Context: an optimization exercise on an open-source flow, tuned for small area. The choices shown serve that exercise and are no tape-out recipe. Function was checked by simulation only, so behaviour that the tests miss may differ from the original. Power and IR drop assume default switching activity.

==> inputs of run Z <==
// swx_top
module swx_top (
    input  wire        clk,
    input  wire        rst,
    input  wire        req_valid,
    input  wire [7:0]  req_data,
    output wire        req_ready,
    output wire        res_valid,
    output wire        res_ok,
    output wire [39:0] res_data,
    output wire        fault,
    output wire [2:0]  fault_code,
    output wire [7:0]  fault_info,
    output wire        bus_valid,
    output wire [7:0]  bus_data,
    output wire        bus_last,
    input  wire        bus_ready,
    input  wire [7:0]  bus_rdata,
    output reg         ce,
    output wire [2:0]  pstate,
    output wire        wait_valid,
    output wire [2:0]  wait_id,
    output wire [31:0] wait_us,
    input  wire        wait_ready,
    output wire        rxb_we,
    output wire [5:0]  rxb_addr,
    output wire [7:0]  rxb_wdata
);
==> flow/config.mk <==
export PLATFORM = sky130hd
export DESIGN_NAME = swx_top
export DESIGN_NICKNAME = swx_top
export VERILOG_FILES = /design/flow/design.v
export SDC_FILE = /design/flow/constraint.sdc
export NUM_CORES = 4
export LEC_CHECK = 0
export ABC_AREA = 1
export CAP_MARGIN = 20
export CORE_MARGIN = 2
export CORE_UTILIZATION = 60
export SLEW_MARGIN = 20
==> flow/constraint.sdc <==
create_clock -name core_clock -period 10.0 [get_ports {clk}]
set_input_delay 2.0000 -clock core_clock [delete_from_list [all_inputs] [get_ports {clk}]]
set_output_delay 2.0000 -clock core_clock [all_outputs]
set_load 0.01 [all_outputs]
standard.sh (not shown) runs the stock make flow with config.mk's settings and CLKGATE_MAP_FILE= SYNTH_SCRIPT=/design/flow/synth_recipe.tcl, a recipe that flattens the netlist after the stock synthesis.
==> flow/flow/run.sh <==
#!/bin/bash
# Standard layout with two changes:
#  - synthesis is synth_recipe.tcl unchanged except that abc runs an area-oriented
#    script (flow/abc_area.script) instead of ORFS's delay-driven one; registers,
#    their names and cell types are untouched (abc sees only combinational logic);
#  - the port buffers that global placement inserts are the smallest buffer cell.
# Each step's output goes to its own log file in this folder.
set -euo pipefail
here=$PWD
{
  echo "proc abc {args} {"
  echo "  set i [lsearch -exact \$args -script]"
  echo "  if {\$i >= 0} { set args [lreplace \$args \$i [expr {\$i + 1}] -script $here/flow/abc_area.script] }"
  echo "  yosys abc {*}\$args"
  echo "}"
  cat synth_recipe.tcl
} > area_synth.tcl
bash standard.sh "SYNTH_SCRIPT=$here/area_synth.tcl" synth > synth.log 2>&1
bash standard.sh "SYNTH_SCRIPT=$here/area_synth.tcl" \
  "BUFFER_PORTS_ARGS=-buffer_cell sky130_fd_sc_hd__buf_1" finish > layout.log 2>&1
==> flow/flow/abc_area.script <==
strash
&get -n
&deepsyn -T 80
&put
dch -f
amap
topo
==> inputs of run F, as changes to run Z <==
--- a/flow/design.v
+++ b/flow/design.v
@@ -108,15 +108,15 @@
     reg        hf;        
     assign res_valid  = (st == S_DONE);
     assign res_ok     = okf;
     assign res_data   = r;
     assign fault      = (st[5:3] == 3'b111);
     assign fault_code = st[2:0];
     assign fault_info = b;
-    assign wait_valid = (st[5:3] == 3'b110) && !(st == S_W0 && !ce) && !(st == S_W1 && ce);
+    assign wait_valid = (st[5:3] == 3'b110);
     assign wait_id    = st[2:0];
     assign wait_us    = r[31:0];
     assign pstate     = (cs == 2'd0) ? 3'd0 :
                         (cs == 2'd1) ? 3'd1 :
                         !ce          ? 3'd2 :
                         cs[0]        ? 3'd3 : 3'd4;
     assign rxb_addr   = p;
@@ -152,15 +152,15 @@
             S_WR1:  begin pt = 1'b1; bd = {3'b001, hb_m}; end
             S_WR2:  begin pt = 1'b1; bd = hb; bl = 1'b1; end
             S_RA1:  begin
                         if (!hf || ((hb_long || hb_short) && open)) pt = 1'b1;
                         bd = hb_long ? {3'b000, hb_m} : 8'h0B;
                     end
             S_RA2:  begin bv = 1'b1; bl = (p[2:0] == 3'd4); end
-            S_RR2:  begin bv = 1'b1; bd = b; end
+            S_RR2:  begin bv = 1'b1; bd = {3'b000, b[4:0]}; end
             S_WA1:  begin
                         if (!hf || ((hb_long || hb_short) && open)) pt = 1'b1;
                         bd = {3'b001, hb_m};
                     end
             S_WA2:  begin
                         if (b_long || p[2:0] == 3'd0) pt = 1'b1; else tk = 1'b1;
                         bd = hb; bl = !b_long || (p[2:0] == 3'd4);
@@ -222,15 +222,15 @@
     assign req_ready = tk || (pt && !hf);
     wire req_fire  = req_valid && req_ready;
     wire bus_fire  = bus_valid && bus_ready;
     assign rxb_we = (st == S_DT) || ((st == S_DP1) && bus_fire);
     wire adv = (bv || (pt && hf)) ? bus_fire :
                tk         ? req_valid :
                pt         ? 1'b0 :
-               (st[5:3] == 3'b110) ? (wait_valid && wait_ready) : 1'b1;
+               wait_valid ? wait_ready : 1'b1;
     wire rq_bad_op = (req_data == 8'h00) || (req_data > 8'h17);
     wire rq_nobus  = (rq_m == OP_ADDR_ENCODE) || (rq_m == OP_ADDR_DECODE) ||
                      (rq_m == OP_ADDR_PARSE)  || (rq_m == OP_WAIT) ||
                      (rq_m == OP_READ_ADDR)   || (rq_m == OP_WRITE_ADDR) || (rq_m == OP_TX);
     wire p_lt10    = (p < 6'd10);
     wire is_codec  = (op == OP_ADDR_ENCODE) || (op == OP_ADDR_DECODE);
     wire rd_big    = (bus_rdata > 8'd32);
@@ -335,16 +335,16 @@
     reg       b_en;
     reg [7:0] b_d;
     always @* begin
         b_en = 1'b0;
         b_d  = req_data;
         case (st)
             S_IDLE, S_EN1, S_PA1: b_en = 1'b1;
-            S_WR1:  begin b_en = 1'b1; b_d = {3'b000, hb_m}; end
-            S_RA1, S_WA1: begin b_en = !((hb_long || hb_short) && !open); b_d = (hb_long || hb_short) ? {3'b000, hb_m} : hb; end
+            S_WR1:  begin b_en = 1'b1; b_d = hb; end
+            S_RA1, S_WA1: begin b_en = !((hb_long || hb_short) && !open); b_d = hb; end
             S_TX1:  b_en = !(req_data <= 8'd32 && !open);
             S_RD0B, S_DN1: begin b_en = 1'b1; b_d = bus_rdata; end
             S_PA2, S_W4: begin b_en = 1'b1; b_d = b - 8'd1; end
             S_ST1:  begin b_en = !is_tx; b_d = 8'd8; end
             S_W0:   begin b_en = 1'b1; b_d = 8'd100; end
             default: ;
         endcase
@@ -405,26 +405,26 @@
             open <= 1'b1;
             cs   <= 2'd0;
             ce   <= 1'b0;
         end else begin
             st <= nst;
             if (pt && !hf && req_valid) hf <= 1'b1;
             else if (adv) hf <= 1'b0;
-            if (st == S_W0) ce <= 1'b1;
-            else if (st == S_W1) ce <= 1'b0;
-            if (bus_fire && ((st == S_WR0B) || (st == S_WR2 && b == 8'd0)))
+            if (nst == S_W0) ce <= 1'b1;
+            else if (nst == S_W1) ce <= 1'b0;
+            if (bus_fire && ((st == S_WR0B) || (st == S_WR2 && b[4:0] == 5'd0)))
                 cs <= bd[1] ? {1'b1, bd[0]} : 2'd1;
             if (adv && st == S_W2 && op == OP_SHUTDOWN) open <= 1'b0;
         end
     end
     always @(posedge clk) begin
-        if (sIDLE) op <= rq_m;
         for (k = 0; k < 10; k = k + 1)
             if (nen[k] && (adv || (pt && !hf))) r[4*k +: 4] <= (k % 2 == 1) ? d8[7:4] : d8[3:0];
         if (adv) begin
+            if (sIDLE) op <= rq_m;
             if (b_en) b <= b_d;
             if (p_clr) p <= 6'd0;
             else if (p_inc) p <= p + 6'd1;
             case (st)
                 S_IDLE: if (rq_m == OP_RX_LOOP) okf <= 1'b0;
                 S_PA1:  begin okf <= (req_data >= 8'd10); nz <= 1'b0; end
                 S_PA2:  if (p_lt10) begin
==> flow/flow/abc_area.script (replaced) <==
strash
&get -n
&deepsyn -T 40
&put
dch -f
amap
topo
==> run summary <==
- In run Z the utilization is lower than in run F, by 0.47 points.
- Flip-flop and latch count is the same in run F and run Z.
- In run F the combinational power is higher than in run Z, by about 9%.
- Non-clock buffer count is the same in run F and run Z.
- Of run Z and run F, run F has the higher total power (gap about 8%, measured against run F).
- Against run F, the sequential power of run Z is lower by 8.8%.
- Of run F and run Z, run F has the higher synthesized cell count (gap about 3.6%, measured against run Z).
- Die area: run Z is smaller than run F (about 0.9%).
- In clock skew, run Z and run F hardly differ.
- Against run F, the first-iteration DRC count of run Z is larger by 13%.
- In run Z the count of clock-buffer cells in the layout is higher than in run F, by 1.

[separate check: timing with driven ports]
In the flow no input, the clock included, has a driving cell. The finished layouts below were timed again as built, in two steps. Step 1: set_driving_cell puts a clkbuf_16 on clk and a buf_2 on each other input, an assumption about the parent block. Step 2 adds t to the input delays and takes it off the output delays; t is the mean of the earliest and latest rising clock arrival at the registers after step 1. Input paths then give back, and output paths get back, about the clock's delay inside the block. a / b / c = ideal / step 1 / step 2; a / b = the first two.
run | shift t [ns] | setup WS [ns] | worst setup path at the end | worst slew at a driven data input, ns
run Z | 0.426 | 3.684 / 3.644 / 3.724 | register to register | 0.04
run F | 0.429 | 3.825 / 3.788 / 4.075 | register to register | 0.03
After both steps every run listed still meets setup and hold.
